This design comes from an exercise in tuning for small area, a short achievable clock period and few clock cycles on the open sky130 flow, not from production work. At most, simulation tests tie the RTL to the original design; equivalence was not proved. For runs 1 to 3, only the layout was checked, not whether the RTL still works. Power figures rest on the tool's default switching activity, not on a simulated workload.

## flow/design.v

```verilog
module fb_codec (
    input  wire        clk,
    input  wire        rst,           
    input  wire        cmd_valid,
    output wire        cmd_ready,
    input  wire [7:0]  cmd_op,
    input  wire [15:0] cmd_len,
    input  wire [31:0] cmd_arg,
    input  wire [6:0]  req_flags,
    input  wire [63:0] req_addr,
    input  wire [15:0] req_rcount,
    input  wire [15:0] req_cid,
    input  wire [31:0] req_delay,
    input  wire        in_valid,
    output wire        in_ready,
    input  wire [7:0]  in_data,
    output wire        out_valid,
    input  wire        out_ready,
    output wire [7:0]  out_data,
    output wire        res_valid,
    input  wire        res_ready,
    output wire [7:0]  res_code,
    output wire [31:0] res_data
);
    localparam [1:0] M_PACK = 2'd0, M_UNPACK = 2'd1, M_CRC = 2'd2, M_CHECK = 2'd3;
    reg        pv;
    reg        p_zero, p_str, p_hdr, p_pay, p_len1, p_len2, p_f3, p_f4;
    reg [1:0]  p_mode;
    reg        p_any, p_f14, p_t8, p_t21, p_ill, p_chk0;
    reg [20:0] acc;
    reg [4:0]  n;
    reg        emode;           
    reg        okp, oku;        
    reg [15:0] in_rem;          
    reg        rem0, rem1, rem2;
    reg        ob;              
    reg [1:0]  imode, nmode;    
    reg        first;           
    reg        in_rdy, cmd_rdy;
    reg [7:0]  crc, cb;
    reg        cfin, cfin_chk;
    reg [16:0] oc;              
    reg        hdr;             
    reg [3:0]  hp;              
    reg        hl;              
    reg [7:0]  hbyte;           
    reg        out_v;
    reg [7:0]  out_d;
    reg        res_pend, res_v;
    reg [1:0]  hacc;            
    reg        hout;            
    reg [22:0] rdata;
    reg [2:0]  rcode;
    function [7:0] crcf(input [7:0] c, input [7:0] b);
        integer k;
        reg [7:0] r;
        begin
            r = c;
            for (k = 0; k < 8; k = k + 1)
                r = (r[0] ^ b[k]) ? ((r >> 1) ^ 8'h8C) : (r >> 1);
            crcf = r;
        end
    endfunction
    function [15:0] incr(input [15:0] x);
        integer i;
        reg c;
        begin
            c = 1'b1;
            for (i = 0; i < 16; i = i + 1) begin
                incr[i] = x[i] ^ c;
                c = c & x[i];
            end
        end
    endfunction
    function [15:0] decr(input [15:0] x);
        integer i;
        reg b;
        begin
            b = 1'b1;
            for (i = 0; i < 16; i = i + 1) begin
                decr[i] = x[i] ^ b;
                b = b & !x[i];
            end
        end
    endfunction
    function [7:0] rawb(input [3:0] j);
        begin
            case (j)
                4'd0:  rawb = req_addr[7:0];
                4'd1:  rawb = req_addr[15:8];
                4'd2:  rawb = req_addr[23:16];
                4'd3:  rawb = req_addr[31:24];
                4'd4:  rawb = req_addr[39:32];
                4'd5:  rawb = req_addr[47:40];
                4'd6:  rawb = req_addr[55:48];
                4'd7:  rawb = req_addr[63:56];
                4'd8:  rawb = req_rcount[7:0];
                4'd9:  rawb = req_rcount[15:8];
                4'd10: rawb = req_cid[7:0];
                4'd11: rawb = req_cid[15:8];
                4'd12: rawb = req_delay[7:0];
                4'd13: rawb = req_delay[15:8];
                4'd14: rawb = req_delay[23:16];
                default: rawb = req_delay[31:24];
            endcase
        end
    endfunction
    function [3:0] hnext(input [3:0] j, input f3);
        begin
            case (j)
                4'd0: hnext = 4'd1;   4'd1: hnext = 4'd2;   4'd2: hnext = 4'd3;
                4'd3: hnext = 4'd4;   4'd4: hnext = 4'd5;   4'd5: hnext = 4'd6;
                4'd6: hnext = 4'd7;   4'd7: hnext = f3 ? 4'd8 : 4'd12;
                4'd8: hnext = 4'd9;   4'd9: hnext = 4'd10;  4'd10: hnext = 4'd11;
                4'd11: hnext = 4'd12; 4'd12: hnext = 4'd13; 4'd13: hnext = 4'd14;
                default: hnext = 4'd15;
            endcase
        end
    endfunction
    function hislast(input [3:0] j, input f3, input f4);
        begin
            hislast = (j == 4'd15) || (j == 4'd11 && !f4) || (j == 4'd7 && !f3 && !f4);
        end
    endfunction
    function [4:0] t_em(input [4:0] q, input u);
        integer i;
        begin
            t_em = q;
            for (i = 0; i < 22; i = i + 1)
                if (q == i) t_em = u ? ((i >= 8) ? i - 8 : i) : ((i >= 7) ? i - 7 : i);
        end
    endfunction
    function [4:0] t_ins(input [4:0] q, input u, input last);
        integer i;
        begin
            t_ins = q;
            for (i = 0; i < 22; i = i + 1)
                if (q == i)
                    t_ins = u ? (last ? ((i % 8 == 0) ? i : (i / 8) * 8 + 8) : i + 7)
                              : (last ? (((i + 8 + 6) / 7) * 7) : i + 8);
        end
    endfunction
    function [14:0] t_oh(input [4:0] q);
        integer i;
        begin
            t_oh = 15'd0;
            for (i = 0; i < 15; i = i + 1)
                if (q == i) t_oh[i] = 1'b1;
        end
    endfunction
    function [20:0] t_put(input [7:0] b, input [14:0] oh);
        integer j, k;
        begin
            t_put = 21'd0;
            for (j = 0; j < 21; j = j + 1)
                for (k = 0; k < 8; k = k + 1)
                    if (j - k >= 0 && j - k < 15)
                        t_put[j] = t_put[j] | (b[k] & oh[j - k]);
        end
    endfunction
    function [1:0] t_nb(input [4:0] q, input u);
        begin
            t_nb = u ? (q[4] ? 2'd2 : q[3] ? 2'd1 : 2'd0) : ((q == 5'd21) ? 2'd3 : 2'd2);
        end
    endfunction
    wire d_pack   = (cmd_op == 8'h01);
    wire d_unpack = (cmd_op == 8'h02);
    wire d_t14    = (cmd_op == 8'h03);
    wire d_f14    = (cmd_op == 8'h04);
    wire d_t21    = (cmd_op == 8'h05);
    wire d_crc    = (cmd_op == 8'h08);
    wire d_check  = (cmd_op == 8'h09);
    wire d_enc    = (cmd_op == 8'h10);
    wire d_nop    = (cmd_op == 8'h00);
    wire d_len0   = (cmd_len == 16'd0);
    wire d_hashdr = req_flags[2] | req_flags[3] | req_flags[4];
    wire d_pay    = req_flags[5] & !d_len0;
    wire d_hdr    = d_enc & d_hashdr;
    wire d_str    = ((d_pack | d_unpack | d_crc | d_check) & !d_len0) | (d_enc & !d_hashdr & d_pay);
    wire d_zero   = !d_hdr & !d_str;
    wire [1:0] d_mode = d_unpack ? M_UNPACK : d_crc ? M_CRC : d_check ? M_CHECK : M_PACK;
    wire d_ill    = !(d_nop | d_pack | d_unpack | d_t14 | d_f14 | d_t21 | d_crc | d_check | d_enc);
    wire [3:0] d_hfirst = req_flags[2] ? 4'd0 : req_flags[3] ? 4'd8 : 4'd12;
    wire [7:0] d_hbyte  = req_flags[2] ? req_addr[7:0] : req_flags[3] ? req_rcount[7:0] : req_delay[7:0];
    wire d_hl     = hislast(d_hfirst, req_flags[3], req_flags[4]);
    wire A      = cmd_valid & cmd_rdy;
    wire T      = in_valid & in_rdy;
    wire ce     = emode ? (n >= 5'd8) : (n >= 5'd7);
    wire E      = (!out_v | out_ready) & ce;
    wire D      = res_v & res_ready;
    wire H      = hdr & ((okp & !hl) | cmd_rdy);
    wire lastb  = ob | rem1;                   
    wire m_acc  = !imode[1];                   
    wire m_u    = (imode == M_UNPACK);
    wire ins_u    = !hdr & m_u;
    wire ins_last = hdr ? !p_pay : lastb;      
    wire Ipos     = H | (in_rdy & m_acc);      
    wire I        = H | (T & m_acc);           
    wire lastpos  = hdr ? (hl & !p_pay) : lastb;
    wire [4:0]  n_m  = t_em(n, emode);
    wire [2:0]  rho  = n[2:0];                 
    reg  [6:0]  umask;
    always @* begin
        case (rho)
            3'd0: umask = 7'b0000000;
            3'd1: umask = 7'b1111111;
            3'd2: umask = 7'b0111111;
            3'd3: umask = 7'b0011111;
            3'd4: umask = 7'b0001111;
            3'd5: umask = 7'b0000111;
            3'd6: umask = 7'b0000011;
            default: umask = 7'b0000001;
        endcase
        if (!lastb) umask = 7'b1111111;
    end
    wire [7:0]  ibyte = hdr ? hbyte : m_u ? {1'b0, in_data[6:0] & umask} : in_data;
    wire [14:0] oh    = E ? t_oh(n_m) : t_oh(n);
    wire [20:0] acc_e = E ? (emode ? (acc >> 8) : (acc >> 7)) : acc;
    wire [20:0] acc_n = I ? (acc_e | t_put(ibyte, oh)) : acc_e;
    wire [4:0]  ni0   = t_ins(n, ins_u, lastpos);
    wire [4:0]  ni1   = t_ins(n_m, ins_u, lastpos);
    wire [4:0]  n_n   = I ? (E ? ni1 : ni0) : (E ? n_m : n);
    wire        emode_n = I ? ins_u : emode;
    wire [1:0]  inc   = ins_u ? ((n == 5'd0 || n == 5'd8) ? 2'd0 : 2'd1)
                              : ((n == 5'd0 || n == 5'd7) ? 2'd2 : 2'd1);
    wire        oc_c1 = inc[1] | (inc[0] & oc[0]);
    wire [15:0] oc_hi = incr(oc[16:1]);
    wire [16:0] oc_i  = {oc_c1 ? oc_hi : oc[16:1], oc[0] ^ inc[0]};
    wire [1:0]  nb    = E ? t_nb(ni1, ins_u) : t_nb(ni0, ins_u);
    wire [4:0]  ub0   = Ipos ? ni0 : n;
    wire [4:0]  ub1   = Ipos ? ni1 : n_m;
    wire        emp   = Ipos ? ins_u : emode;      
    wire        z0    = !Ipos & (n == 5'd0);
    wire        z1    = !Ipos & (n_m == 5'd0);
    wire        okp0  = (ub0 <= 5'd13) & (!emp | z0);
    wire        okp1  = (ub1 <= 5'd13) & (!emp | z1);
    wire        oku0  = (ub0 <= 5'd14) & (emp | z0);
    wire        oku1  = (ub1 <= 5'd14) & (emp | z1);
    wire        okp_n = E ? okp1 : okp0;
    wire        oku_n = E ? oku1 : oku0;
    wire [7:0] crc_u = crcf(crc, cb);
    wire fin_ins  = I & ins_last & (!hdr | hl);
    wire fin_zero = A & p_zero;
    wire fin      = fin_ins | fin_zero | cfin;
    wire acc_str = A & (p_str | p_hdr);            
    wire load    = acc_str & (p_str | p_pay);
    wire now     = !ob & (rem0 | T);               
    reg  [15:0] in_rem_n;
    reg         rem0_n, rem1_n, rem2_n, ob_n;
    reg  [1:0]  imode_n, nmode_n;
    always @* begin
        in_rem_n = in_rem; rem0_n = rem0; rem1_n = rem1; rem2_n = rem2; ob_n = ob;
        imode_n = imode; nmode_n = nmode;
        if (load) begin
            in_rem_n = cmd_len; rem0_n = 1'b0; rem1_n = p_len1; rem2_n = p_len2;
            nmode_n  = p_mode;
            if (now) imode_n = p_mode;
            else     ob_n = 1'b1;
        end else if (T) begin
            if (ob) begin
                ob_n = 1'b0; imode_n = nmode;
            end else begin
                in_rem_n = decr(in_rem);
                rem0_n   = rem1;
                rem1_n   = rem2;
                rem2_n   = (in_rem == 16'd3);
            end
        end
    end
    wire cfinpos = in_rdy & imode[1] & lastb;
    wire finpos  = (Ipos & lastpos) | cfin;
    wire slot_n  = (!res_pend | D) & !finpos & !cfinpos;
    wire x_has  = ob | !rem0 & !(rem1 & T);
    wire x_ob   = ob & !T;                       
    wire [1:0] x_mode = (ob & T) ? nmode : imode;
    wire x_last = x_ob | (ob & T ? rem1 : (T ? rem2 : rem1));
    wire x_acc  = x_mode[1] | (x_mode[0] ? oku_n : okp_n);
    wire in_x   = x_has & x_acc & (!x_last | slot_n);
    wire y_ob   = !now;
    wire [1:0] y_mode = y_ob ? imode : p_mode;
    wire y_last = y_ob | p_len1;
    wire y_acc  = y_mode[1] | (y_mode[0] ? oku_n : okp_n);
    wire in_y   = y_acc & (!y_last | slot_n);
    wire in_rdy_n = load ? in_y : (!A & in_x);
    wire pv_n    = cmd_valid & !A;
    wire free_n  = !ob & (rem0 | (rem1 & T));
    wire hdr_n   = pv_n & d_hdr & free_n;
    wire hl_n    = H ? hislast(hnext(hp, p_f3), p_f3, p_f4) : hdr ? hl : d_hl;
    wire z_zero  = !ob & rem0 & !cfin & (!res_pend | D);
    wire z_str   = !ob & (rem0 | rem1 | (rem2 & T));
    wire z_hdr   = free_n & hl_n & okp_n & (d_pay | slot_n);
    wire cmd_rdy_n = pv_n & (d_zero ? z_zero : d_str ? z_str : z_hdr);
    wire res_pend_n = fin | (res_pend & !D);
    wire res_v_n    = fin_zero | cfin | (res_v & !D) |
                      (!res_v & res_pend & (hacc == 2'd0) & (E | !hout | out_ready));
    reg [22:0] rdata_n;
    reg [2:0]  rcode_n;
    always @* begin
        rdata_n = rdata;
        rcode_n = rcode;
        if (fin_ins) begin
            rdata_n = {6'd0, oc_i};
            rcode_n = 3'b000;
        end else if (cfin) begin
            if (cfin_chk) begin
                rdata_n = {6'd0, crc == cb, crc, cb};
                rcode_n = (crc == cb) ? 3'b000 : 3'b100;
            end else begin
                rdata_n = {15'd0, crc_u};
                rcode_n = 3'b000;
            end
        end else if (fin_zero) begin
            rdata_n = {p_t21 ? cmd_arg[20:14] : 7'd0, 1'b0,
                       p_t21 ? cmd_arg[13:8] : 6'd0, p_t8 & cmd_arg[7],
                       p_f14 & cmd_arg[8], p_any ? cmd_arg[6:0] : 7'd0};
            rcode_n = p_ill ? 3'b001 : p_chk0 ? 3'b011 : 3'b000;
        end
    end
    wire [1:0] hacc_n = fin_ins ? nb : (E & (hacc != 2'd0)) ? hacc - 2'd1 : hacc;
    wire       hout_n = fin_ins ? (E | (out_v & !out_ready)) :
                        E ? (hacc != 2'd0) : (hout & !out_ready);
    always @(posedge clk) begin
        if (E) out_d <= emode ? acc[7:0] : {1'b0, acc[6:0]};
        rdata    <= rdata_n;
        rcode    <= rcode_n;
        hp       <= H ? hnext(hp, p_f3) : hdr ? hp : d_hfirst;
        hbyte    <= H ? rawb(hnext(hp, p_f3)) : hdr ? hbyte : d_hbyte;
        hl       <= hl_n;
        in_rem   <= in_rem_n;
        nmode    <= nmode_n;
        if (T & imode[1]) begin
            crc <= first ? 8'd0 : crc_u;
            cb  <= in_data;
        end
        cfin_chk <= imode[0];
        p_zero <= d_zero;  p_str <= d_str;  p_hdr <= d_hdr;  p_pay <= d_pay;
        p_len1 <= (cmd_len == 16'd1);  p_len2 <= (cmd_len == 16'd2);
        p_f3   <= req_flags[3];  p_f4 <= req_flags[4];  p_mode <= d_mode;
        p_any  <= d_t14 | d_f14 | d_t21;  p_f14 <= d_f14;  p_t8 <= d_t14 | d_t21;
        p_t21  <= d_t21;  p_ill <= d_ill;  p_chk0 <= d_check & d_len0;
        if (rst) begin
            pv       <= 1'b0;
            hdr      <= 1'b0;
            acc      <= 21'd0;
            n        <= 5'd0;
            emode    <= 1'b0;
            okp      <= 1'b1;
            oku      <= 1'b1;
            rem0     <= 1'b1;
            rem1     <= 1'b0;
            rem2     <= 1'b0;
            ob       <= 1'b0;
            imode    <= M_PACK;
            first    <= 1'b1;
            in_rdy   <= 1'b0;
            cmd_rdy  <= 1'b0;
            cfin     <= 1'b0;
            oc       <= 17'd0;
            out_v    <= 1'b0;
            res_pend <= 1'b0;
            res_v    <= 1'b0;
            hacc     <= 2'd0;
            hout     <= 1'b0;
        end else begin
            pv       <= pv_n;
            hdr      <= hdr_n;
            acc      <= acc_n;
            n        <= n_n;
            emode    <= emode_n;
            okp      <= okp_n;
            oku      <= oku_n;
            rem0     <= rem0_n;
            rem1     <= rem1_n;
            rem2     <= rem2_n;
            ob       <= ob_n;
            imode    <= imode_n;
            first    <= T ? lastb : first;
            in_rdy   <= in_rdy_n;
            cmd_rdy  <= cmd_rdy_n;
            cfin     <= T & imode[1] & lastb;
            oc       <= fin_ins ? 17'd0 : I ? oc_i : oc;
            out_v    <= E | (out_v & !out_ready);
            res_pend <= res_pend_n;
            res_v    <= res_v_n;
            hacc     <= hacc_n;
            hout     <= hout_n;
        end
    end
    assign cmd_ready = cmd_rdy;
    assign in_ready  = in_rdy;
    assign out_valid = out_v;
    assign out_data  = out_d;
    assign res_valid = res_v;
    assign res_code  = {5'd0, rcode};
    assign res_data  = {9'd0, rdata};
endmodule
```

## flow/run.sh

```bash
#!/bin/bash
# synth_recipe.tcl (not shown) runs the flow's synth.tcl, then flattens the netlist and writes it again
# the make line also repeats each setting of config.mk as NAME=value (left out here)
make -C /OpenROAD-flow-scripts/flow DESIGN_CONFIG=/design/flow/config.mk WORK_HOME=/design/flow/orfs CLKGATE_MAP_FILE= SYNTH_SCRIPT=/design/flow/synth_recipe.tcl finish
```

## flow/config.mk

```make
export PLATFORM = sky130hd
export DESIGN_NAME = fb_codec
export DESIGN_NICKNAME = fb_codec
export VERILOG_FILES = /design/flow/design.v
export SDC_FILE = /design/flow/constraint.sdc
export NUM_CORES = 4
export LEC_CHECK = 0
export CAP_MARGIN = 20
export CORE_MARGIN = 2
export CORE_UTILIZATION = 40
export PLACE_DENSITY = 0.6
export SETUP_SLACK_MARGIN = 2.5
export SLEW_MARGIN = 20
```

## flow/constraint.sdc

```tcl
create_clock -name core_clock -period 5.0 [get_ports {clk}]
set_input_delay 1.0000 -clock core_clock [delete_from_list [all_inputs] [get_ports {clk}]]
set_output_delay 1.0000 -clock core_clock [all_outputs]
set_load 0.01 [all_outputs]
```

==> flow_metrics.tcl, run 1 <==
set metrics [dict create \
    status "complete, no violations" \
    cts-root-buf "clkbuf_16" \
    port_buffers 228 \
    ant_nets 0 \
    yosys.area.top_type "edfxtp_1" \
    finalHoldViolations 0 \
    p_seq_share_pct 34.8 \
    fillers 2572 \
    cp-start-kind "flip-flop" \
    rr_worst_depth 12 \
    worst_pin_slew_ns 1.11 \
    antenna_found_initial 1 \
    worstSetupPathDepth 12 \
    hp-class "reg2reg" \
    drive_above_1_share_pct 26.6 \
    power.internal_mw 2.81 \
    cts_sinks 160 \
    path_class "reg2reg" \
    rsz0062_at_grt "true" \
    grt_max_degree 39 \
    worstPathCellList "or3b_4 -> buf_12 -> ha_4 -> or2_4 -> a211oi_2 -> o22ai_1 -> o221ai_4 -> nand2_2 -> o311ai_2 -> o211a_1 -> and3_1 -> o32ai_2" \
    first_pass_iters 7 \
    critical_path.max_stage_delay_ns 0.46 \
    syn_inst 1511 \
    cts_max_path_buffers 2 \
    cts_tree "yes" \
    die_area_um2 31700 \
    min_period_ns 3.15 \
    timing.final.max_slew_violations 0 \
    grt_pass1_vias 12900 \
    drc_errors 0 \
    hpwlAfterDp_um 33700 \
    setup_viol 0 \
    fin_worst_skew_ns 0.0202 \
    synth_cell_types 100 \
    fmax_mhz 317 \
    holdCritStartpoint "acc[0]" \
    wl_per_cell_um 23.2 \
    fin_cells 2223 \
    worstPathMaxFanout 7 \
    grt_pass1_wl_um 74700 \
    comb_power_share_pct 30.2 \
    peakVddDrop_mv 0.239 \
    grt_usage_pct 30.7 \
    finalInstanceArea_um2 18400 \
    drt-total-wl_um 51700 \
    post-place-ws_ns 1.17 \
    via_per_inst 6.23 \
    vias 13900 \
    endpoint_kind "flip-flop" \
    dpl.cell_count 2030 \
    power.total_mw 4.05 \
    yosys-top-cells-area "edfxtp_1, dfxtp_1, nand2_1" \
    period_share_pct 63.0 \
    r2r-end "in_rdy" \
    rows 63 \
    ios 257 \
    r2r_start "hdr" \
    worst-path-buf-inv 1 \
    start_util_pct 40.7 \
    worstHoldPathCells 0 \
    core_um2 29700 \
    dieHeight_um 178 \
    netlist_top_cells_count "nand2_1, nor2_1, a21oi_1, dfxtp_1, o21ai_0" \
    clkLatencyLatePin_ns 0.43 \
    synth-seq-cells 160 \
    utilization_pct 61.8 \
    clk_pin_slew_worst_paths_ns 0.07 \
    syn_area_per_cell_um2 8.01 \
    leakage_nw 6.50 \
    worst_slew_margin_rel_pct 25.6 \
    final_nets 2059 \
    critPathRequiredTime_ns 5.31 \
    drt-initial-drc-count 1504 \
    htreeDepth 4 \
    max-cap-violations 0 \
    cpLargestDelayFamily "compound AO/OA/AOI/OAI gates" \
    synth-edff-count 71 \
    fin_setup_tns_ns 0 \
    p_per_area_nw_per_um2 221 \
    switching_power_mw 1.24 \
    numCtsBuffers 17 \
    clkPwrFrac_pct 34.9 \
    rrSetupSlack_ns 1.85 \
    synthFlopType "dfxtp_1" \
    worst_hold_slack_ns 0.439 \
    ys_warn_count 1 \
    worst_slack_ns 1.85 \
    dpl-instance-area_um2 14900 \
    syn_area_um2 12100 \
    synth.most_common_cell "nand2_1" \
    ctsHoldBuffers 0 \
    synth_top_area_share_pct 17.6 \
    place_congestion 0.961 \
    holdPathEnd "out_d[0]" \
    async_flop_share_pct 0 \
    ys_seq_area_share_pct 32.3 \
    area_delta_synth_final_pct 51.8 \
    arrival_ns 3.46 \
    die_width_um 178 \
    cpMaxStageDelayCell "or3b_4" \
    grt_overflow 0 \
    p_sw_share_pct 30.5 \
]
layout make-up:
| type | count | area (µm²) | area share (%) |
|---|---|---|---|
| flip-flops and latches | 160 | 3960 | 21.6 |
| well taps | 390 | 488 | 2.66 |
| inverters | 43 | 205 | 1.12 |
| clock buffers | 19 | 433 | 2.36 |
| repair inverters | 2 | 12.5 | 0.0681 |
| multi-input cells | 1181 | 8980 | 48.9 |
| repair buffers | 414 | 4080 | 22.2 |
| clock inverters | 13 | 199 | 1.08 |
| diodes | 1 | 2.50 | 0.0136 |
power by group through the flow:
stage | Clock, mW | Combinational, mW | Sequential (mW)
2_1_floorplan | 0 | 0.460 | 1.43
3_3_place_gp | 0 | 0.764 | 1.46
3_5_place_dp | 0 | 0.764 | 1.46
4_1_cts | 1.44 | 1.02 | 1.41
5_1_grt | 1.49 | 1.27 | 1.41
6_report | 1.42 | 1.22 | 1.41
worst max-delay path by stage:
stage,to,startpoint,slack [ns]
2_1_floorplan,rdata[15],oc[1],2.02
3_3_place_gp,in_rdy,hdr,1.17
3_5_place_dp,in_rdy,hdr,1.17
4_1_cts,in_rdy,imode[1],1.91
5_1_grt,in_rdy,imode[1],1.75
6_report,in_rdy,hdr,1.85
cells in the final DEF (no fill, tap or decap), types with 20 or more instances in the layout:
| cell | netlist | layout |
|---|---|---|
| clkdlybuf4s50_1 | 0 | 223 |
| nand2_1 | 174 | 154 |
| nor2_1 | 158 | 143 |
| buf_4 | 25 | 128 |
| a21oi_1 | 123 | 107 |
| dfxtp_1 | 89 | 75 |
| edfxtp_1 | 71 | 71 |
| o21ai_0 | 82 | 62 |
| mux2i_1 | 43 | 41 |
| nand3_1 | 38 | 35 |
| buf_6 | 5 | 33 |
| ha_4 | 0 | 32 |
| inv_1 | 38 | 29 |
| a22oi_1 | 34 | 28 |
| a222oi_1 | 25 | 25 |
| nor3_1 | 29 | 23 |
| xnor2_1 | 27 | 21 |
| a31oi_1 | 26 | 20 |
what timing repair did:
action                     4_1_cts  5_1_grt
setup buffers                   86       63
gates resized for setup        175      163
cloned                           9        2
pin swaps                       62       80
setup endpoints to repair      142      123
state kept, by name, indices dropped and copies added, names as in the netlist, 3 cells and up:
signal  cells
rdata      23
hp          4
in_rem     16
n           5
acc        21
out_d       8
oc         17
cb          8
rcode       3
hbyte       8
crc         8
worst register-to-register path: cells and delay by family, from the launching register on:
family                     cells  cell delay [ns]
DFF                            1             0.36
and+or+nand+nor                4             1.03
adders and majority gates      1             0.26
buffers and inverters          1             0.17
AOI/OAI and AO/OA              6             1.23
routing by layer:
layer / vias up / part of all wire (%) / global-route usage, %
met1: 6492 / 39 / 38.0
met4: 2 / 5.3 / 14.7
met3: 204 / 9.3 / 6.41
met5: - / 0.025 / 0
li1: 6279 / - / -
met2: 873 / 46 / 50.6
logic make-up (layout without fill, tap and decap cells):
group                      after synthesis  after routing  share of synthesized area (%)
other                                    1             15                         0.0310
muxes                                   48             48                           4.02
adders and majority gates               36             36                           3.70
buffers and inverters                  188            491                           7.23
and+or+nand+nor                        538            543                           21.3
xor gates and xnor gates                30             30                           2.17
DFF                                    160            160                           32.3
AOI/OAI and AO/OA                      510            510                           29.2
==> run 2, diff against run 1 <==
--- a/flow/config.mk
+++ b/flow/config.mk
@@ -11,3 +11,3 @@
 export PLACE_DENSITY = 0.6
-export SETUP_SLACK_MARGIN = 2.5
+export SETUP_SLACK_MARGIN = 3.0
 export SLEW_MARGIN = 20
==> flow_metrics.tcl, run 2 <==
set metrics [dict create \
    arrival_ns 3.51 \
    worst_hold_slack_ns 0.435 \
    start_util_pct 40.7 \
    die_width_um 178 \
    hpwlAfterDp_um 33900 \
    dieHeight_um 178 \
    peakVddDrop_mv 0.275 \
    antenna_found_initial 1 \
    ant_nets 0 \
    grt_pass1_wl_um 79300 \
    dpl-instance-area_um2 15100 \
    antenna_cells 0 \
    grt_max_degree 33 \
    period_share_pct 63.5 \
    drt-total-wl_um 54300 \
    fmax_mhz 315 \
    cts_tree "yes" \
    worst_pin_slew_ns 0.804 \
    fin_cells 2284 \
    ys_seq_area_share_pct 32.3 \
    core_um2 29700 \
    drc_errors 0 \
    endpoint_kind "flip-flop" \
    die_area_um2 31700 \
    p_per_area_nw_per_um2 210 \
    rows 63 \
    grt_usage_pct 32.9 \
    critPathRequiredTime_ns 5.33 \
    status "complete, no violations" \
    post-place-ws_ns 1.12 \
    max-cap-violations 0 \
    worst_slew_margin_rel_pct 46.3 \
    vias 14500 \
    rsz0062_at_grt "true" \
    yosys-top-cells-area "edfxtp_1, dfxtp_1, nand2_1" \
    synth-edff-count 71 \
    min_period_ns 3.17 \
    synth-seq-cells 160 \
    cts_max_path_buffers 2 \
    netlist_top_cells_count "nand2_1, nor2_1, a21oi_1, dfxtp_1, o21ai_0" \
    first_pass_iters 8 \
    dpl.cell_count 2026 \
    grt_pass1_vias 13700 \
    synth_cell_types 100 \
    fin_setup_tns_ns 0 \
    clk_pin_slew_worst_paths_ns 0.08 \
    hp-class "reg2reg" \
    synth_top_area_share_pct 17.6 \
    timing.final.max_slew_violations 0 \
    place_congestion 0.951 \
    layout_common_cells "nor2_1, buf_4, nand2_1" \
    drt-initial-drc-count 1637 \
    layout_commonest_cell "nor2_1" \
    ys_warn_count 1 \
    path_class "reg2reg" \
    final_nets 2121 \
    cp-start-kind "flip-flop" \
    syn_inst 1511 \
    wl_per_cell_um 23.8 \
    synthFlopType "dfxtp_1" \
    fin_worst_skew_ns 0.0195 \
    syn_area_um2 12100 \
    via_per_inst 6.33 \
    regMostFlops "rdata" \
    htreeDepth 4 \
    setup_viol 0 \
    leakage_nw 7.29 \
    syn_area_per_cell_um2 8.01 \
    synth.most_common_cell "nand2_1" \
    worst_slack_ns 1.83 \
    finalInstanceArea_um2 19500 \
    area_delta_synth_final_pct 60.9 \
    drive_above_1_share_pct 35.8 \
    numCtsBuffers 17 \
    grt_overflow 0 \
    utilization_pct 65.5 \
    finalHoldViolations 0 \
    async_flop_share_pct 0 \
    largestRegisters "rdata (23), acc (21), oc (17)" \
    clkLatencyLatePin_ns 0.45 \
    yosys.area.top_type "edfxtp_1" \
    cts-root-buf "clkbuf_16" \
    ios 257 \
    largest_reg_flops 23 \
    port_buffers 228 \
    cts_sinks 160 \
    power.total_mw 4.08 \
    worstPathMaxFanout 6 \
]
[run 2: cell types whose count changed in the layout (fill, tap and decap cells not counted), sizes merged, moves of 3 or more]
| cell | previous run | this run |
|---|---|---|
| dlymetal6s2s | 1 | 5 |
| buf | 182 | 279 |
| clkbuf | 20 | 29 |
| bufbuf | 4 | 7 |
| inv | 43 | 46 |
| dlygate4sd2 | 2 | 42 |
| clkdlybuf4s50 | 223 | 125 |
[run 2: worst max-delay path, cell delays in order, from the launching register on]
cell	delay, ns
dfxtp_4	0.35
or3b_4	0.47
clkinv_8	0.10
ha_4	0.22
a21o_1	0.16
and4_1	0.25
a221oi_4	0.05
buf_4	0.17
a221oi_4	0.32
nand2_2	0.15
o311ai_2	0.24
o211a_1	0.29
and3_1	0.18
o32ai_1	0.08
[run 2: cell type report]
cell class,instances,area (µm²)
clock buffer,18,429
inverter,43,215
multi-input combinational,1185,9520
sequential,160,3970
timing repair inverter,3,36.3
timing repair buffer,471,4630
clock inverter,14,173
tap,390,488
fill,2435,10200
[run 2: routing by layer]
layer / global-route usage [%] / up-vias / part of all wire [%]
met3: 7.99 / 251 / 10
met5: 0 / - / 0.024
li1: - / 6442 / -
met1: 39.6 / 6786 / 37
met2: 53.5 / 983 / 46
met4: 18.4 / 2 / 6.2
[run 2: timing repair]
item | in CTS | in global routing
cloned | 22 | 2
resized for setup | 528 | 182
buffers inserted | 150 | 52
pin swaps | 121 | 107
hold buffers | 0 | 0
setup endpoints to repair | 216 | 116
[run 2: report_power, final]
part | internal (mW) | switching [mW] | total [mW]
Sequential | 1.38 | 0.0283 | 1.41
Clock | 0.756 | 0.602 | 1.36
Combinational | 0.620 | 0.694 | 1.31
[run 2: final timing paths]
kind | startpoint | to | slack, ns | depth (start not counted)
setup / recovery | hdr | in_rdy | 1.83 | 13
hold / removal | acc[0] | out_d[0] | 0.44 | 0
setup reg to reg | hdr | in_rdy | 1.83 | 13
hold reg to reg | acc[0] | out_d[0] | 0.44 | 0
[run 2: cell families (layout without fill, tap and decap cells)]
| family | Yosys count | count (layout) | synth area share [%] |
|---|---|---|---|
| other | 1 | 14 | 0.0310 |
| adders and majority gates | 36 | 36 | 3.70 |
| DFF | 160 | 160 | 32.3 |
| and+or+nand+nor | 538 | 547 | 21.3 |
| AOI/OAI and AO/OA | 510 | 510 | 29.2 |
| muxes | 48 | 48 | 4.02 |
| xor gates and xnor gates | 30 | 30 | 2.17 |
| buffers and inverters | 188 | 549 | 7.23 |
==> run 3, diff against run 2 <==
==> flow/flow/run.sh (new file) <==
#!/bin/bash
# Own layout flow: the standard ORFS flow (standard.sh), with two changes:
#  - ports are buffered with sky130_fd_sc_hd__buf_1 instead of the default
#    delay-cell buffer (every port still gets its own buffer);
#  - yosys does not extract half/full adder cells, so ABC maps that logic too.
# Everything else (synthesis script, floorplan, power grid, taps, CTS,
# routing) is the standard flow. Each step's full log stays in orfs/logs/.
set -euo pipefail
export BUFFER_PORTS_ARGS="-buffer_cell sky130_fd_sc_hd__buf_1"
export ADDER_MAP_FILE=
bash standard.sh > flow_make.log 2>&1
==> flow/standard.sh (new file) <==
#!/bin/bash
# synth_recipe.tcl (not shown) runs the flow's synth.tcl, then flattens the netlist and writes it again
# the make line also repeats each setting of config.mk as NAME=value (left out here)
make -C /OpenROAD-flow-scripts/flow DESIGN_CONFIG=/design/flow/config.mk WORK_HOME=/design/flow/orfs CLKGATE_MAP_FILE= SYNTH_SCRIPT=/design/flow/synth_recipe.tcl "${@:-finish}"
--- a/flow/config.mk
+++ b/flow/config.mk
@@ -11,3 +11,3 @@
 export PLACE_DENSITY = 0.6
-export SETUP_SLACK_MARGIN = 3.0
+export SETUP_SLACK_MARGIN = 2.5
 export SLEW_MARGIN = 20
removed: flow/run.sh
==> flow_metrics.tcl, run 3 <==
set metrics [dict create \
    period_share_pct 60.4 \
    worstPathMaxFanout 11 \
    place_congestion 0.955 \
    yosys.area.top_type "edfxtp_1" \
    antenna_found_initial 2 \
    htreeDepth 4 \
    die_width_um 176 \
    rr_worst_depth 11 \
    p_per_area_nw_per_um2 256 \
    grt_usage_pct 31.4 \
    port_buffers 228 \
    synth.most_common_cell "nor2_1" \
    setup.worst_path.start "n[1]" \
    r2r_start "n[1]" \
    ys_seq_area_share_pct 33.0 \
    start_util_pct 40.3 \
    fmax_mhz 331 \
    grt_pass1_wl_um 75400 \
    fillers 2747 \
    synth-seq-cells 160 \
    worstPathCellList "buf_12 -> nand3b_1 -> buf_4 -> o21ai_0 -> o22ai_1 -> a222oi_1 -> o22ai_2 -> a211oi_4 -> o311ai_4 -> a222oi_1 -> o21ai_1" \
    cpLargestDelayFamily "compound AO/OA/AOI/OAI gates" \
    peakVddDrop_mv 0.246 \
    rrSetupSlack_ns 1.98 \
    cts_max_path_buffers 2 \
    core_um2 29400 \
    ctsHoldBuffers 0 \
    max-cap-violations 0 \
    r2r-end "in_rdy" \
    timing.final.max_slew_violations 0 \
    drc_errors 0 \
    worst_pin_slew_ns 1.02 \
    netlist_top_cells_count "nor2_1, nand2_1, a21oi_1, o21ai_0, dfxtp_1" \
    cp-start-kind "flip-flop" \
    worst-path-buf-inv 2 \
    rsz0062_at_grt "true" \
    cts_sinks 160 \
    regMostFlops "rdata" \
    die_area_um2 31100 \
    setup_viol 0 \
    status "complete, no violations" \
    hp-class "reg2reg" \
    syn_inst 1497 \
    worstSetupPathDepth 11 \
    ios 257 \
    endpoint_kind "flip-flop" \
    path_common_cell "a222oi_1" \
    wl_per_cell_um 22.8 \
    finalHoldViolations 0 \
    grt_pass1_vias 13200 \
    drive_above_1_share_pct 21.3 \
    fin_setup_tns_ns 0 \
    grt_max_degree 41 \
    critical_path.max_stage_delay_ns 0.54 \
    first_pass_iters 9 \
    synth_cell_types 86 \
    clk_pin_slew_worst_paths_ns 0.08 \
    leakage_nw 5.53 \
    ys_warn_count 1 \
    vias 13900 \
    cts_tree "yes" \
    dieHeight_um 176 \
    power.total_mw 4.09 \
    largest_reg_flops 23 \
    arrival_ns 3.35 \
    numCtsBuffers 17 \
    min_period_ns 3.02 \
    worst_slew_margin_rel_pct 32.1 \
    clkLatencyLatePin_ns 0.44 \
    layout_common_cells "buf_1, nor2_1, nand2_1" \
    synth_top_area_share_pct 18.0 \
    largestRegisters "rdata (23), acc (21), oc (17)" \
    syn_area_per_cell_um2 7.92 \
    critPathRequiredTime_ns 5.32 \
    cpMaxStageDelayCell "a222oi_1" \
    async_flop_share_pct 0 \
    drt-initial-drc-count 1520 \
    drt-total-wl_um 50100 \
    synthFlopType "dfxtp_1" \
    grt_overflow 0 \
    hpwlAfterDp_um 33400 \
    synth-edff-count 71 \
    fin_worst_skew_ns 0.0101 \
    area_delta_synth_final_pct 34.9 \
    via_per_inst 6.29 \
    cts-root-buf "clkbuf_16" \
    rows 63 \
    path_class "reg2reg" \
    final_nets 2003 \
    yosys-top-cells-area "edfxtp_1, dfxtp_1, nor2_1" \
    ant_nets 0 \
    layout_commonest_cell "buf_1" \
    holdCritStartpoint "imode[0]" \
    crit_end "in_rdy" \
    syn_area_um2 11900 \
]
[run 3: what timing repair did]
item	in CTS	in global routing
cloned	10	5
setup endpoints to repair	107	69
resized for setup	161	82
pin swaps	56	63
buffers inserted	95	27
hold endpoints to repair	0	0
[run 3: layout make-up]
type	instances	area, µm²	share of cell area (%)
clock inverter	14	158	0.985
clock buffer	18	450	2.82
timing repair buffer	399	2650	16.5
tap	390	488	3.05
inverter	18	87.6	0.547
multi-input combinational	1200	8190	51.2
sequential	160	3950	24.7
antenna	2	5.00	0.0313
timing repair inverter	2	16.3	0.102
[run 3: cell families (layout without fill, tap and decap cells)]
group,after synthesis,after routing,share of synthesized area (%)
flip-flops,160,160,33.0
multiplexers,48,48,4.50
AO/OA/AOI/OAI,501,501,29.0
other,1,16,0.0316
buffers and inverters,151,451,5.68
XOR/XNOR,63,63,4.65
AND/OR/NAND/NOR,573,574,23.2
[run 3: report_power, final]
group | switching (mW) | internal (mW) | total, mW
Sequential | 0.0286 | 1.39 | 1.42
Combinational | 0.779 | 0.552 | 1.33
Clock | 0.640 | 0.700 | 1.34
[run 3: stage by stage]
stage | setup WS (ns) | cells | instance area [µm²] | hold WS (ns) | utilization [%]
after floorplan | 2.35 | 1510 | 12100 | 0.381 | -
after global placement | 1.38 | 2032 | 13100 | 0.412 | 44.5
after detailed placement | 1.37 | 2032 | 13100 | 0.420 | 44.5
after CTS | 2.13 | 2169 | 15400 | 0.417 | 52.3
after global routing | 1.94 | 2202 | 16000 | 0.425 | 54.4
final | 1.98 | 2203 | 16000 | 0.415 | 54.4
[run 3: worst min path at each step]
stage / to / slack (ns) / depth (start not counted)
after floorplan: cfin_chk / 0.38 / 0
after global placement: cfin_chk / 0.41 / 0
after detailed placement: out_d[6] / 0.42 / 0
after CTS: cfin_chk / 0.42 / 0
after global routing: cfin_chk / 0.42 / 0
final: cfin_chk / 0.42 / 0
[run 3: worst register-to-register path: cells and delay by family, from the launching register on]
kind | cells | cell delay, ns
AOI/OAI and AO/OA | 8 | 1.91
buffers and inverters | 2 | 0.37
and+or+nand+nor | 1 | 0.18
DFF | 1 | 0.45
[run 3: per-layer routing]
layer	up-vias	part of all wire (%)	track usage, %
met5	-	0	0
met4	0	5.1	16.5
met3	193	9.7	6.68
met2	921	46	52.2
met1	6483	39	38.3
li1	6258	-	-
==> run 4, diff against run 3 <==
--- a/flow/design.v
+++ b/flow/design.v
@@ -30,3 +30,3 @@
     reg [20:0] acc;
-    reg [4:0]  n;
+    reg [21:0] n;              
     reg        emode;           
@@ -64,9 +64,9 @@
     function [15:0] incr(input [15:0] x);
-        integer i;
+        integer i, j;
         reg c;
         begin
-            c = 1'b1;
             for (i = 0; i < 16; i = i + 1) begin
+                c = 1'b1;
+                for (j = 0; j < i; j = j + 1) c = c & x[j];
                 incr[i] = x[i] ^ c;
-                c = c & x[i];
             end
@@ -75,9 +75,9 @@
     function [15:0] decr(input [15:0] x);
-        integer i;
+        integer i, j;
         reg b;
         begin
-            b = 1'b1;
             for (i = 0; i < 16; i = i + 1) begin
+                b = 1'b1;
+                for (j = 0; j < i; j = j + 1) b = b & !x[j];
                 decr[i] = x[i] ^ b;
-                b = b & !x[i];
             end
@@ -124,26 +124,21 @@
     endfunction
-    function [4:0] t_em(input [4:0] q, input u);
-        integer i;
+    function [21:0] t_em(input [21:0] q, input u);
         begin
-            t_em = q;
-            for (i = 0; i < 22; i = i + 1)
-                if (q == i) t_em = u ? ((i >= 8) ? i - 8 : i) : ((i >= 7) ? i - 7 : i);
+            t_em = u ? (q >> 8) : (q >> 7);
         end
     endfunction
-    function [4:0] t_ins(input [4:0] q, input u, input last);
-        integer i;
+    function [21:0] t_ins(input [21:0] q, input u, input last);
         begin
-            t_ins = q;
-            for (i = 0; i < 22; i = i + 1)
-                if (q == i)
-                    t_ins = u ? (last ? ((i % 8 == 0) ? i : (i / 8) * 8 + 8) : i + 7)
-                              : (last ? (((i + 8 + 6) / 7) * 7) : i + 8);
-        end
-    endfunction
-    function [14:0] t_oh(input [4:0] q);
-        integer i;
-        begin
-            t_oh = 15'd0;
-            for (i = 0; i < 15; i = i + 1)
-                if (q == i) t_oh[i] = 1'b1;
+            t_ins = 22'd0;
+            if (!u & !last) t_ins = q << 8;
+            if (u & !last)  t_ins = q << 7;
+            if (!u & last) begin
+                t_ins[14] = |q[6:0];
+                t_ins[21] = |q[13:7];
+            end
+            if (u & last) begin
+                t_ins[0]  = q[0];
+                t_ins[8]  = |q[8:1];
+                t_ins[16] = |q[15:9];
+            end
         end
@@ -160,5 +155,5 @@
     endfunction
-    function [1:0] t_nb(input [4:0] q, input u);
+    function [1:0] t_nb(input [21:0] q, input u);
         begin
-            t_nb = u ? (q[4] ? 2'd2 : q[3] ? 2'd1 : 2'd0) : ((q == 5'd21) ? 2'd3 : 2'd2);
+            t_nb = u ? {q[16], q[8]} : {1'b1, q[21]};
         end
@@ -187,3 +182,3 @@
     wire T      = in_valid & in_rdy;
-    wire ce     = emode ? (n >= 5'd8) : (n >= 5'd7);
+    wire ce     = emode ? |n[21:8] : |n[21:7];
     wire E      = (!out_v | out_ready) & ce;
@@ -199,16 +194,11 @@
     wire lastpos  = hdr ? (hl & !p_pay) : lastb;
-    wire [4:0]  n_m  = t_em(n, emode);
-    wire [2:0]  rho  = n[2:0];                 
+    wire [21:0] n_m  = t_em(n, emode);
     reg  [6:0]  umask;
+    integer     uk, un;
     always @* begin
-        case (rho)
-            3'd0: umask = 7'b0000000;
-            3'd1: umask = 7'b1111111;
-            3'd2: umask = 7'b0111111;
-            3'd3: umask = 7'b0011111;
-            3'd4: umask = 7'b0001111;
-            3'd5: umask = 7'b0000111;
-            3'd6: umask = 7'b0000011;
-            default: umask = 7'b0000001;
-        endcase
+        for (uk = 0; uk < 7; uk = uk + 1) begin
+            umask[uk] = 1'b0;
+            for (un = 1; un < 16; un = un + 1)
+                if ((un % 8) >= 1 && (un % 8) <= 7 - uk) umask[uk] = umask[uk] | n[un];
+        end
         if (!lastb) umask = 7'b1111111;
@@ -216,11 +206,11 @@
     wire [7:0]  ibyte = hdr ? hbyte : m_u ? {1'b0, in_data[6:0] & umask} : in_data;
-    wire [14:0] oh    = E ? t_oh(n_m) : t_oh(n);
+    wire [14:0] oh    = E ? n_m[14:0] : n[14:0];
     wire [20:0] acc_e = E ? (emode ? (acc >> 8) : (acc >> 7)) : acc;
     wire [20:0] acc_n = I ? (acc_e | t_put(ibyte, oh)) : acc_e;
-    wire [4:0]  ni0   = t_ins(n, ins_u, lastpos);
-    wire [4:0]  ni1   = t_ins(n_m, ins_u, lastpos);
-    wire [4:0]  n_n   = I ? (E ? ni1 : ni0) : (E ? n_m : n);
+    wire [21:0] ni0   = t_ins(n, ins_u, lastpos);
+    wire [21:0] ni1   = t_ins(n_m, ins_u, lastpos);
+    wire [21:0] n_n   = I ? (E ? ni1 : ni0) : (E ? n_m : n);
     wire        emode_n = I ? ins_u : emode;
-    wire [1:0]  inc   = ins_u ? ((n == 5'd0 || n == 5'd8) ? 2'd0 : 2'd1)
-                              : ((n == 5'd0 || n == 5'd7) ? 2'd2 : 2'd1);
+    wire [1:0]  inc   = ins_u ? ((n[0] | n[8]) ? 2'd0 : 2'd1)
+                              : ((n[0] | n[7]) ? 2'd2 : 2'd1);
     wire        oc_c1 = inc[1] | (inc[0] & oc[0]);
@@ -229,11 +219,11 @@
     wire [1:0]  nb    = E ? t_nb(ni1, ins_u) : t_nb(ni0, ins_u);
-    wire [4:0]  ub0   = Ipos ? ni0 : n;
-    wire [4:0]  ub1   = Ipos ? ni1 : n_m;
+    wire [21:0] ub0   = Ipos ? ni0 : n;
+    wire [21:0] ub1   = Ipos ? ni1 : n_m;
     wire        emp   = Ipos ? ins_u : emode;      
-    wire        z0    = !Ipos & (n == 5'd0);
-    wire        z1    = !Ipos & (n_m == 5'd0);
-    wire        okp0  = (ub0 <= 5'd13) & (!emp | z0);
-    wire        okp1  = (ub1 <= 5'd13) & (!emp | z1);
-    wire        oku0  = (ub0 <= 5'd14) & (emp | z0);
-    wire        oku1  = (ub1 <= 5'd14) & (emp | z1);
+    wire        z0    = !Ipos & n[0];
+    wire        z1    = !Ipos & n_m[0];
+    wire        okp0  = (|ub0[13:0]) & (!emp | z0);
+    wire        okp1  = (|ub1[13:0]) & (!emp | z1);
+    wire        oku0  = (|ub0[14:0]) & (emp | z0);
+    wire        oku1  = (|ub1[14:0]) & (emp | z1);
     wire        okp_n = E ? okp1 : okp0;
@@ -318,3 +308,3 @@
     end
-    wire [1:0] hacc_n = fin_ins ? nb : (E & (hacc != 2'd0)) ? hacc - 2'd1 : hacc;
+    wire [1:0] hacc_n = fin_ins ? nb : (E & (hacc != 2'd0)) ? {hacc[1] & hacc[0], !hacc[0]} : hacc;
     wire       hout_n = fin_ins ? (E | (out_v & !out_ready)) :
@@ -344,3 +334,3 @@
             acc      <= 21'd0;
-            n        <= 5'd0;
+            n        <= 22'd1;
             emode    <= 1'b0;
--- a/flow/config.mk
+++ b/flow/config.mk
@@ -11,3 +11,3 @@
 export PLACE_DENSITY = 0.6
-export SETUP_SLACK_MARGIN = 2.5
+export SETUP_SLACK_MARGIN = 3.0
 export SLEW_MARGIN = 20
==> flow_metrics.tcl, run 4 <==
set metrics [dict create \
    status "complete, no violations" \
    vias 13100 \
    clkLatencyLatePin_ns 0.45 \
    grt_overflow 0 \
    worst_pin_slew_ns 0.914 \
    grt_pass1_wl_um 65800 \
    rows 61 \
    path_common_cell "o22ai_1" \
    top_usage_layer "met2" \
    layout_commonest_cell "buf_1" \
    syn_area_um2 11400 \
    path_class "reg2reg" \
    drt-total-wl_um 46200 \
    grt_use_met1_pct 35.8 \
    port_buffers 228 \
    timing.final.max_slew_violations 0 \
    peakVddDrop_mv 0.275 \
    critical_path.max_stage_delay_ns 0.58 \
    worstPathMaxFanout 8 \
    worst_slew_margin_rel_pct 39.0 \
    p_per_area_nw_per_um2 267 \
    antenna_cells 0 \
    regMostFlops "rdata" \
    worstSetupPathDepth 10 \
    core_um2 27900 \
    syn_inst 1369 \
    drive_above_1_share_pct 33.4 \
    via_per_inst 6.08 \
    fmax_mhz 359 \
    power.total_mw 4.63 \
    yosys-top-cells-area "edfxtp_1, dfxtp_1, nor2_1" \
    setup_viol 0 \
    grt_use_met2_pct 45.6 \
    ys_warn_count 1 \
    synth-seq-cells 177 \
    ctsHoldBuffers 0 \
    hpwlAfterDp_um 25700 \
    post-place-ws_ns 1.43 \
    fillers 2275 \
    rsz0062_at_grt "true" \
    async_flop_share_pct 0 \
    largestRegisters "rdata (23), n (22), acc (21)" \
    dieHeight_um 173 \
    synth.most_common_cell "nor2_1" \
    die_width_um 173 \
    fin_setup_tns_ns 0 \
    cts_sinks 177 \
    cpMaxStageDelayCell "or4_4" \
    rr_worst_depth 10 \
    synth_top_area_share_pct 18.7 \
    utilization_pct 62.1 \
    synth_cell_types 83 \
    worst_slack_ns 2.21 \
    endpoint_kind "flip-flop" \
    fin_worst_skew_ns 0.0196 \
    cpLargestDelayFamily "simple AND/OR/NAND/NOR gates" \
    area_delta_synth_final_pct 52.0 \
    grt_pass1_vias 12100 \
    place_congestion 0.945 \
    largest_reg_flops 23 \
    first_pass_iters 8 \
    grt_use_met3_pct 4.35 \
    start_util_pct 40.9 \
    min_period_ns 2.79 \
    grt_usage_pct 27.4 \
    netlist_top_cells_count "nor2_1, nand2_1, dfxtp_1, a21oi_1, clkbuf_1" \
    cts_max_path_buffers 2 \
    worst-path-buf-inv 3 \
    yosys.area.top_type "edfxtp_1" \
    wl_per_cell_um 21.4 \
    synthFlopType "dfxtp_1" \
    die_area_um2 29900 \
    critPathRequiredTime_ns 5.33 \
    grt_max_degree 44 \
    numCtsBuffers 17 \
    hp-class "reg2reg" \
    synth-edff-count 71 \
    final_nets 1968 \
    worstPathCellList "or4_4 -> nor4b_4 -> a21o_4 -> buf_12 -> inv_16 -> mux2i_4 -> buf_6 -> o22ai_1 -> nor4_2 -> o22ai_1" \
    drt-initial-drc-count 1653 \
    period_share_pct 55.8 \
    ys_seq_area_share_pct 37.3 \
    ios 257 \
    leakage_nw 6.11 \
    cp-start-kind "flip-flop" \
    worst_hold_slack_ns 0.442 \
    clk_pin_slew_worst_paths_ns 0.09 \
    cts-root-buf "clkbuf_16" \
    ant_nets 0 \
    drc_errors 0 \
    worstHoldPathCells 0 \
    max-cap-violations 0 \
    finalHoldViolations 0 \
    htreeDepth 4 \
    antenna_found_initial 0 \
    cts_tree "yes" \
    layout_common_cells "buf_1, buf_4, nor2_1" \
    arrival_ns 3.11 \
    syn_area_per_cell_um2 8.34 \
]
[run 4: metrics by stage]
step	cell area, µm²	std cells
floorplan	12100	1382
global placement	12800	1884
detailed placement	12800	1884
CTS	15700	2076
global route	17400	2154
finish	17400	2154
[run 4: power breakdown]
part | internal, mW | switching (mW)
logic | 0.837 | 0.856
registers | 1.56 | 0.0505
clock network | 0.666 | 0.662
[run 4: what timing repair did]
item                                    in CTS  in global routing
endpoints found under the setup margin     167                148
cloned                                      13                  6
resized for setup                          234                216
buffers inserted                           147                 72
pin swaps                                   92                118
[run 4: final cells by class]
cell class                      instances  area, µm²  area share (%)
Tap cell                              378        473            2.73
Timing Repair Buffer                  475       3500            20.2
Timing Repair inverter                  4       42.5           0.245
Clock inverter                         14        143           0.822
Clock buffer                           18        429            2.47
Sequential cell                       177       4290            24.7
Inverter                               11       71.3           0.411
Multi-Input combinational cell       1077       8390            48.4
[run 4: logic make-up (layout without fill, tap and decap cells)]
group / Yosys count / after routing / synth area share (%)
other: 1 / 14 / 0.0328
flip-flops: 177 / 177 / 37.3
AO/OA/AOI/OAI: 419 / 421 / 23.9
XOR/XNOR: 65 / 65 / 4.99
multiplexers: 71 / 71 / 7.08
buffers and inverters: 135 / 522 / 5.29
adder cells (fa/ha/maj): 1 / 1 / 0.0877
AND/OR/NAND/NOR: 500 / 505 / 21.3
[run 4: final timing paths]
| check | startpoint | end | slack, ns |
|---|---|---|---|
| worst min-delay path | acc[3] | out_d[3] | 0.44 |
| worst max-delay path | n[17] | acc[11] | 2.21 |
| worst min register to register | acc[3] | out_d[3] | 0.44 |
| worst max register to register | n[17] | acc[11] | 2.21 |
[run 4: routing by layer]
| layer | routed length [µm] | vias to the layer above | share of wire (%) |
|---|---|---|---|
| li1 | - | 5901 | - |
| met1 | 18400 | 6214 | 40 |
| met2 | 22000 | 818 | 48 |
| met3 | 4010 | 173 | 8.7 |
| met4 | 1880 | 0 | 4.1 |
| met5 | 0 | - | 0 |
Testbench counts of run 4, summed over its fixed seeds: cycles 30,555.
==> run 5, diff against run 4 <==
--- a/flow/config.mk
+++ b/flow/config.mk
@@ -11,3 +11,3 @@
 export PLACE_DENSITY = 0.6
-export SETUP_SLACK_MARGIN = 3.0
+export SETUP_SLACK_MARGIN = 2.0
 export SLEW_MARGIN = 20
==> flow_metrics.tcl, run 5 <==
set metrics [dict create \
    status "complete, no violations" \
    regMostFlops "rdata" \
    ctsHoldBuffers 0 \
    arrival_ns 3.22 \
    grt_max_degree 47 \
    post-place-ws_ns 1.45 \
    grt_usage_pct 23.3 \
    largestRegisters "rdata (23), n (22), acc (21)" \
    fin_cells 1957 \
    syn_inst 1369 \
    vias 11400 \
    yosys.area.top_type "edfxtp_1" \
    multiInputGateArea_um2 6790 \
    ys_seq_area_share_pct 37.3 \
    ios 257 \
    setup.worst_path.start "n[10]" \
    antenna_cells 0 \
    die_width_um 173 \
    cts_tree "yes" \
    r2r_start "n[10]" \
    seq_area_um2 4270 \
    dieHeight_um 173 \
    async_flop_share_pct 0 \
    rr_worst_depth 11 \
    syn_area_um2 11400 \
    p_per_area_nw_per_um2 293 \
    drt-initial-drc-count 1124 \
    max-cap-violations 0 \
    holdCritStartpoint "acc[2]" \
    netlist_top_cells_count "nor2_1, nand2_1, dfxtp_1, a21oi_1, clkbuf_1" \
    finalHoldViolations 0 \
    min_period_ns 2.92 \
    htreeDepth 4 \
    grt_use_met1_pct 32.0 \
    worstHoldPathCells 0 \
    ant_nets 0 \
    core_um2 27900 \
    hpwlAfterDp_um 25600 \
    drive_above_1_share_pct 10.0 \
    synthFlopType "dfxtp_1" \
    grt_use_met2_pct 38.3 \
    path_class "reg2reg" \
    synth.most_common_cell "nor2_1" \
    syn_area_per_cell_um2 8.34 \
    die_area_um2 29900 \
    synth-seq-cells 177 \
    largest_reg_flops 23 \
    grt_pass1_vias 10800 \
    cp-start-kind "flip-flop" \
    grt_overflow 0 \
    utilization_pct 48.5 \
    cts_max_path_buffers 2 \
    synth_top_area_share_pct 18.7 \
    start_util_pct 40.9 \
    endpoint_kind "flip-flop" \
    numCtsBuffers 17 \
    fillers 2820 \
    synth_cell_types 83 \
    grt_use_met3_pct 2.86 \
    worst_slew_margin_rel_pct 41.8 \
    rows 61 \
    critPathRequiredTime_ns 5.30 \
    area_delta_synth_final_pct 18.8 \
    layout_commonest_cell "buf_1" \
    hp-class "reg2reg" \
    synth-edff-count 71 \
    worst_slack_ns 2.08 \
    antenna_found_initial 1 \
    via_per_inst 5.83 \
    place_congestion 0.928 \
    setup_viol 0 \
    cts-root-buf "clkbuf_16" \
    fmax_mhz 342 \
    worst_pin_slew_ns 0.872 \
    ys_warn_count 1 \
    drc_errors 0 \
    wl_per_cell_um 18.5 \
    timing.final.max_slew_violations 0 \
    layout_common_cells "buf_1, nor2_1, nand2_1" \
    clkLatencyLatePin_ns 0.44 \
    worstPathMaxFanout 11 \
    first_pass_iters 5 \
    period_share_pct 58.5 \
    leakage_nw 4.49 \
    peakVddDrop_mv 0.224 \
    final_nets 1771 \
    rsz0062_at_grt "true" \
    clk_pin_slew_worst_paths_ns 0.08 \
    fin_worst_skew_ns 0.0204 \
    port_buffers 228 \
    grt_pass1_wl_um 56700 \
    dpl.cell_count 1888 \
    cts_sinks 177 \
    yosys-top-cells-area "edfxtp_1, dfxtp_1, nor2_1" \
    top_usage_layer "met2" \
    fin_setup_tns_ns 0 \
    drt-total-wl_um 36200 \
]
==> run 5: changes by cell type in the layout (fill, tap and decap cells not counted), moves of 15 or more <==
cell / delta
nor2_1: +24
xnor2_1: +22
buf_6: -73
nor2_4: -15
a21oi_1: +15
o21ai_1: -28
o21ai_0: +38
xnor2_2: -19
o22ai_1: +27
buf_12: -24
buf_4: -85
nand2_1: +15
nor3_1: +16
==> run 5: what timing repair did <==
| action | 4_1_cts | 5_1_grt |
|---|---|---|
| setup buffers | 25 | 10 |
| resized for setup | 28 | 17 |
| setup endpoints to repair | 49 | 45 |
| gates cloned | 0 | 2 |
| pin swaps | 3 | 5 |
==> run 5: critical path, stage by stage (launching register included) <==
cell and delay (ns):
dfxtp_4 0.39, or4_4 0.58, nor4_4 0.18, buf_4 0.17, or4b_4 0.48, a31oi_4 0.24
buf_4 0.17, buf_4 0.10, buf_4 0.10, o22ai_1 0.07, nor3_1 0.20, o22ai_1 0.10
==> run 5: cells by family after synthesis <==
family | after synthesis | share of synthesized area, %
XOR/XNOR | 65 | 4.99
AO/OA/AOI/OAI | 419 | 23.9
flip-flops | 177 | 37.3
other | 1 | 0.0328
multiplexers | 71 | 7.08
adder cells (fa/ha/maj) | 1 | 0.0877
AND/OR/NAND/NOR | 500 | 21.3
buffers and inverters | 135 | 5.29
==> run 5: layout make-up <==
type	instances	share of cell area [%]
clock buffer	22	3.75
clock inverter	10	0.794
inverter	11	0.360
multi-input combinational	1071	50.1
sequential	177	31.5
tap	378	3.49
timing repair buffer	288	10.0
==> run 5: report_power, final <==
part	total, mW	switching, mW	internal, mW
Clock	1.41	0.615	0.790
Combinational	0.950	0.569	0.381
Sequential	1.61	0.0533	1.56
Total	3.97	1.24	2.73
==> run 5: through the flow <==
| stage | power (mW) | cell area, µm² | hold WS (ns) |
|---|---|---|---|
| floorplan | 2.19 | 11500 | 0.329 |
| global placement | 2.42 | 12400 | 0.424 |
| detailed placement | 2.42 | 12400 | 0.414 |
| CTS | 3.93 | 13400 | 0.439 |
| global route | 4.12 | 13600 | 0.462 |
| finish | 3.97 | 13600 | 0.437 |
==> run 5: per-layer routing <==
| layer | vias to the layer above | wire [µm] |
|---|---|---|
| met2 | 536 | 16900 |
| met1 | 5312 | 15900 |
| met4 | 0 | 884 |
| met5 | - | 0 |
| met3 | 79 | 2490 |
| li1 | 5484 | - |
==> run 5: path summary, 6_finish.rpt <==
kind | end | slack (ns)
setup reg to reg | acc[5] | 2.08
hold / removal | out_d[2] | 0.44
hold reg to reg | out_d[2] | 0.44
setup / recovery | acc[5] | 2.08
==> run 6, diff against run 5 <==
--- a/flow/config.mk
+++ b/flow/config.mk
@@ -11,3 +11,3 @@
 export PLACE_DENSITY = 0.6
-export SETUP_SLACK_MARGIN = 2.0
+export SETUP_SLACK_MARGIN = 2.5
 export SLEW_MARGIN = 20
==> flow_metrics.tcl, run 6 <==
set metrics [dict create \
    status "complete, no violations" \
    switching_power_mw 1.47 \
    p_seq_share_pct 36.1 \
    fmax_mhz 350 \
    fin_setup_tns_ns 0 \
    cts_sinks 177 \
    p_per_area_nw_per_um2 301 \
    numCtsBuffers 17 \
    async_flop_share_pct 0 \
    muxShareOfSynthArea_pct 7.08 \
    yosys.area.top_type "edfxtp_1" \
    antenna_cells 0 \
    final_nets 1821 \
    path_class "reg2reg" \
    rsz0062_at_grt "true" \
    ys_warn_count 1 \
    htreeDepth 4 \
    first_pass_iters 7 \
    worst_slew_margin_rel_pct 43.9 \
    clkLatencyLatePin_ns 0.44 \
    critical_path.max_stage_delay_ns 0.56 \
    netlist_top_cells_count "nor2_1, nand2_1, dfxtp_1, a21oi_1, clkbuf_1" \
    setup_viol 0 \
    via_per_inst 5.98 \
    cts-root-buf "clkbuf_16" \
    finalHoldViolations 0 \
    power.internal_mw 2.98 \
    yosys-top-cells-area "edfxtp_1, dfxtp_1, nor2_1" \
    hpwlAfterDp_um 25600 \
    grt_overflow 0 \
    max-cap-violations 0 \
    critPathRequiredTime_ns 5.31 \
    worst_hold_slack_ns 0.443 \
    worst_pin_slew_ns 0.841 \
    drive_above_1_share_pct 18.2 \
    fin_worst_skew_ns 0.0161 \
    largestRegisters "rdata (23), n (22), acc (21)" \
    dieHeight_um 173 \
    fillers 2575 \
    wl_per_cell_um 20.1 \
    synthFlopType "dfxtp_1" \
    start_util_pct 40.9 \
    synth_cell_types 83 \
    synth_top_family_by_area "compound AO/OA/AOI/OAI gates" \
    die_width_um 173 \
    drc_errors 0 \
    dpl-instance-area_um2 12400 \
    synth-edff-count 71 \
    synthSimpleGateAreaFrac_pct 21.3 \
    place_congestion 0.918 \
    worstPathCellList "or4_4 -> nor4_4 -> buf_4 -> a21o_4 -> inv_16 -> mux2i_4 -> buf_4 -> o22ai_1 -> nor4_4 -> o22ai_1" \
    peakVddDrop_mv 0.246 \
    cpMaxStageDelayCell "or4_4" \
    syn_area_per_cell_um2 8.34 \
    synth_top_area_share_pct 18.7 \
    worstPathMaxFanout 7 \
    layout_common_cells "buf_1, nor2_1, nand2_1" \
    comb_power_share_pct 33.3 \
    clk_pin_slew_worst_paths_ns 0.08 \
    grt_pass1_wl_um 61200 \
    ios 257 \
    antenna_found_initial 1 \
    cts_max_path_buffers 2 \
    die_area_um2 29900 \
    hp-class "reg2reg" \
    grt_pass1_vias 11300 \
    cts_tree "yes" \
    synth.most_common_cell "nor2_1" \
    clkPwrFrac_pct 30.6 \
    largest_reg_flops 23 \
    drt-initial-drc-count 1290 \
    endpoint_kind "flip-flop" \
    cp-start-kind "flip-flop" \
    ys_seq_area_share_pct 37.3 \
    synthXorXnorAreaFrac_pct 4.99 \
    p_sw_share_pct 32.9 \
    syn_inst 1369 \
    vias 12000 \
    finalInstanceArea_um2 14800 \
    grt_max_degree 45 \
    period_share_pct 57.1 \
    ant_nets 0 \
    synth_compound_area_share_pct 23.9 \
    port_buffers 228 \
    synth-seq-cells 177 \
    grt_usage_pct 25.3 \
    regMostFlops "rdata" \
    drt-total-wl_um 40300 \
    leakage_nw 4.98 \
    yosys.area_share.adder_pct 0.0877 \
    area_delta_synth_final_pct 29.6 \
    rows 61 \
    min_period_ns 2.86 \
    layout_commonest_cell "buf_1" \
    core_um2 27900 \
    timing.final.max_slew_violations 0 \
    arrival_ns 3.17 \
    syn_area_um2 11400 \
    ctsHoldBuffers 0 \
]
-- run 6: path summary, 6_finish.rpt --
path | start | to | slack, ns | cells after the start
worst max-delay path | n[10] | acc[8] | 2.14 | 10
worst min-delay path | acc[2] | out_d[2] | 0.44 | 0
worst max register to register | n[10] | acc[8] | 2.14 | 10
worst min register to register | acc[2] | out_d[2] | 0.44 | 0
-- run 6: logic make-up after synthesis --
family	count (synthesis)
other	1
XOR/XNOR	65
flip-flops	177
buffers and inverters	135
adder cells (fa/ha/maj)	1
AO/OA/AOI/OAI	419
multiplexers	71
AND/OR/NAND/NOR	500
-- run 6: through the flow --
step	utilization (%)	setup WS (ns)	std cells	power, mW
finish	52.9	2.14	2007	4.45
global route	52.9	2.06	2007	4.57
CTS	50.6	2.28	1984	4.18
detailed placement	44.6	1.39	1886	2.42
global placement	44.6	1.40	1886	2.42
floorplan	-	2.37	1382	2.21
-- run 6: per-layer routing --
metal / vias to the layer above / track usage, % / routed length, µm
met5: - / 0 / 0
met4: 0 / 10.8 / 1880
met3: 175 / 5.52 / 3790
met2: 713 / 40.0 / 17900
met1: 5526 / 33.5 / 16800
li1: 5593 / - / -
-- run 6: worst max-delay path: cells and delay by family (launching register included) --
kind	cells	cell delay (ns)
multiplexers	1	0.29
AND/OR/NAND/NOR	3	1.17
flip-flops	1	0.36
buffers and inverters	3	0.45
AO/OA/AOI/OAI	3	0.47
-- run 6: power by group through the flow --
stage | Sequential, mW | Clock [mW] | Combinational [mW]
after CTS | 1.61 | 1.37 | 1.20
after floorplan | 1.63 | 0 | 0.575
after global routing | 1.61 | 1.43 | 1.53
final | 1.60 | 1.36 | 1.48
after global placement | 1.64 | 0 | 0.780
after detailed placement | 1.64 | 0 | 0.780
-- run 6: what timing repair did --
| action | 4_1_cts | 5_1_grt |
|---|---|---|
| setup buffers | 59 | 20 |
| resized for setup | 109 | 100 |
| setup endpoints to repair | 120 | 90 |
| cloned | 7 | 3 |
| pin swaps | 27 | 38 |
-- run 6: area by class of cell --
type | count | area, µm² | area share (%)
clock buffer | 22 | 507 | 3.43
clock inverter | 10 | 90.1 | 0.609
inverter | 11 | 63.8 | 0.431
multi-input combinational | 1072 | 7330 | 49.5
sequential | 177 | 4290 | 29.0
tap | 378 | 473 | 3.20
timing repair buffer | 335 | 2020 | 13.6
timing repair inverter | 2 | 27.5 | 0.186

## separate check: timing with driven ports
Ports are ideal in the flow. The routed layouts listed here were re-timed in OpenROAD.
Step 1, drivers: a clkbuf_16 drives clk and a buf_2 each remaining input, both assumed.
Step 2 adds t to the input delays and takes it off the output delays; t is the mean of the earliest and latest rising clock arrival at the registers after step 1. Input paths then give back, and output paths get back, about the clock's delay inside the block.
a / b / c = ideal / step 1 / step 2; a / b = the first two.
| run | t, ns | setup WS [ns] | latest minus earliest clock arrival (ns) | slew at the worst register clock pin (ns) |
|---|---|---|---|---|
| run 1 | 0.473 | 1.850 / 1.850 / 1.850 | 0.020 / 0.020 | 0.08 / 0.08 |
| run 2 | 0.485 | 1.827 / 1.827 / 1.827 | 0.023 / 0.022 | 0.08 / 0.08 |
| run 3 | 0.491 | 1.978 / 1.978 / 1.768 | 0.011 / 0.011 | 0.08 / 0.08 |
| run 4 | 0.491 | 2.212 / 2.212 / 1.900 | 0.020 / 0.020 | 0.09 / 0.09 |
| run 5 | 0.479 | 2.077 / 2.077 / 1.776 | 0.022 / 0.021 | 0.08 / 0.08 |
| run 6 | 0.483 | 2.145 / 2.145 / 1.849 | 0.017 / 0.017 | 0.08 / 0.08 |
After both steps setup and hold are still met in every run listed. The setup slack of run 4, which loses most, moves by 0.000 ns with the drivers and by -0.312 ns with both steps.
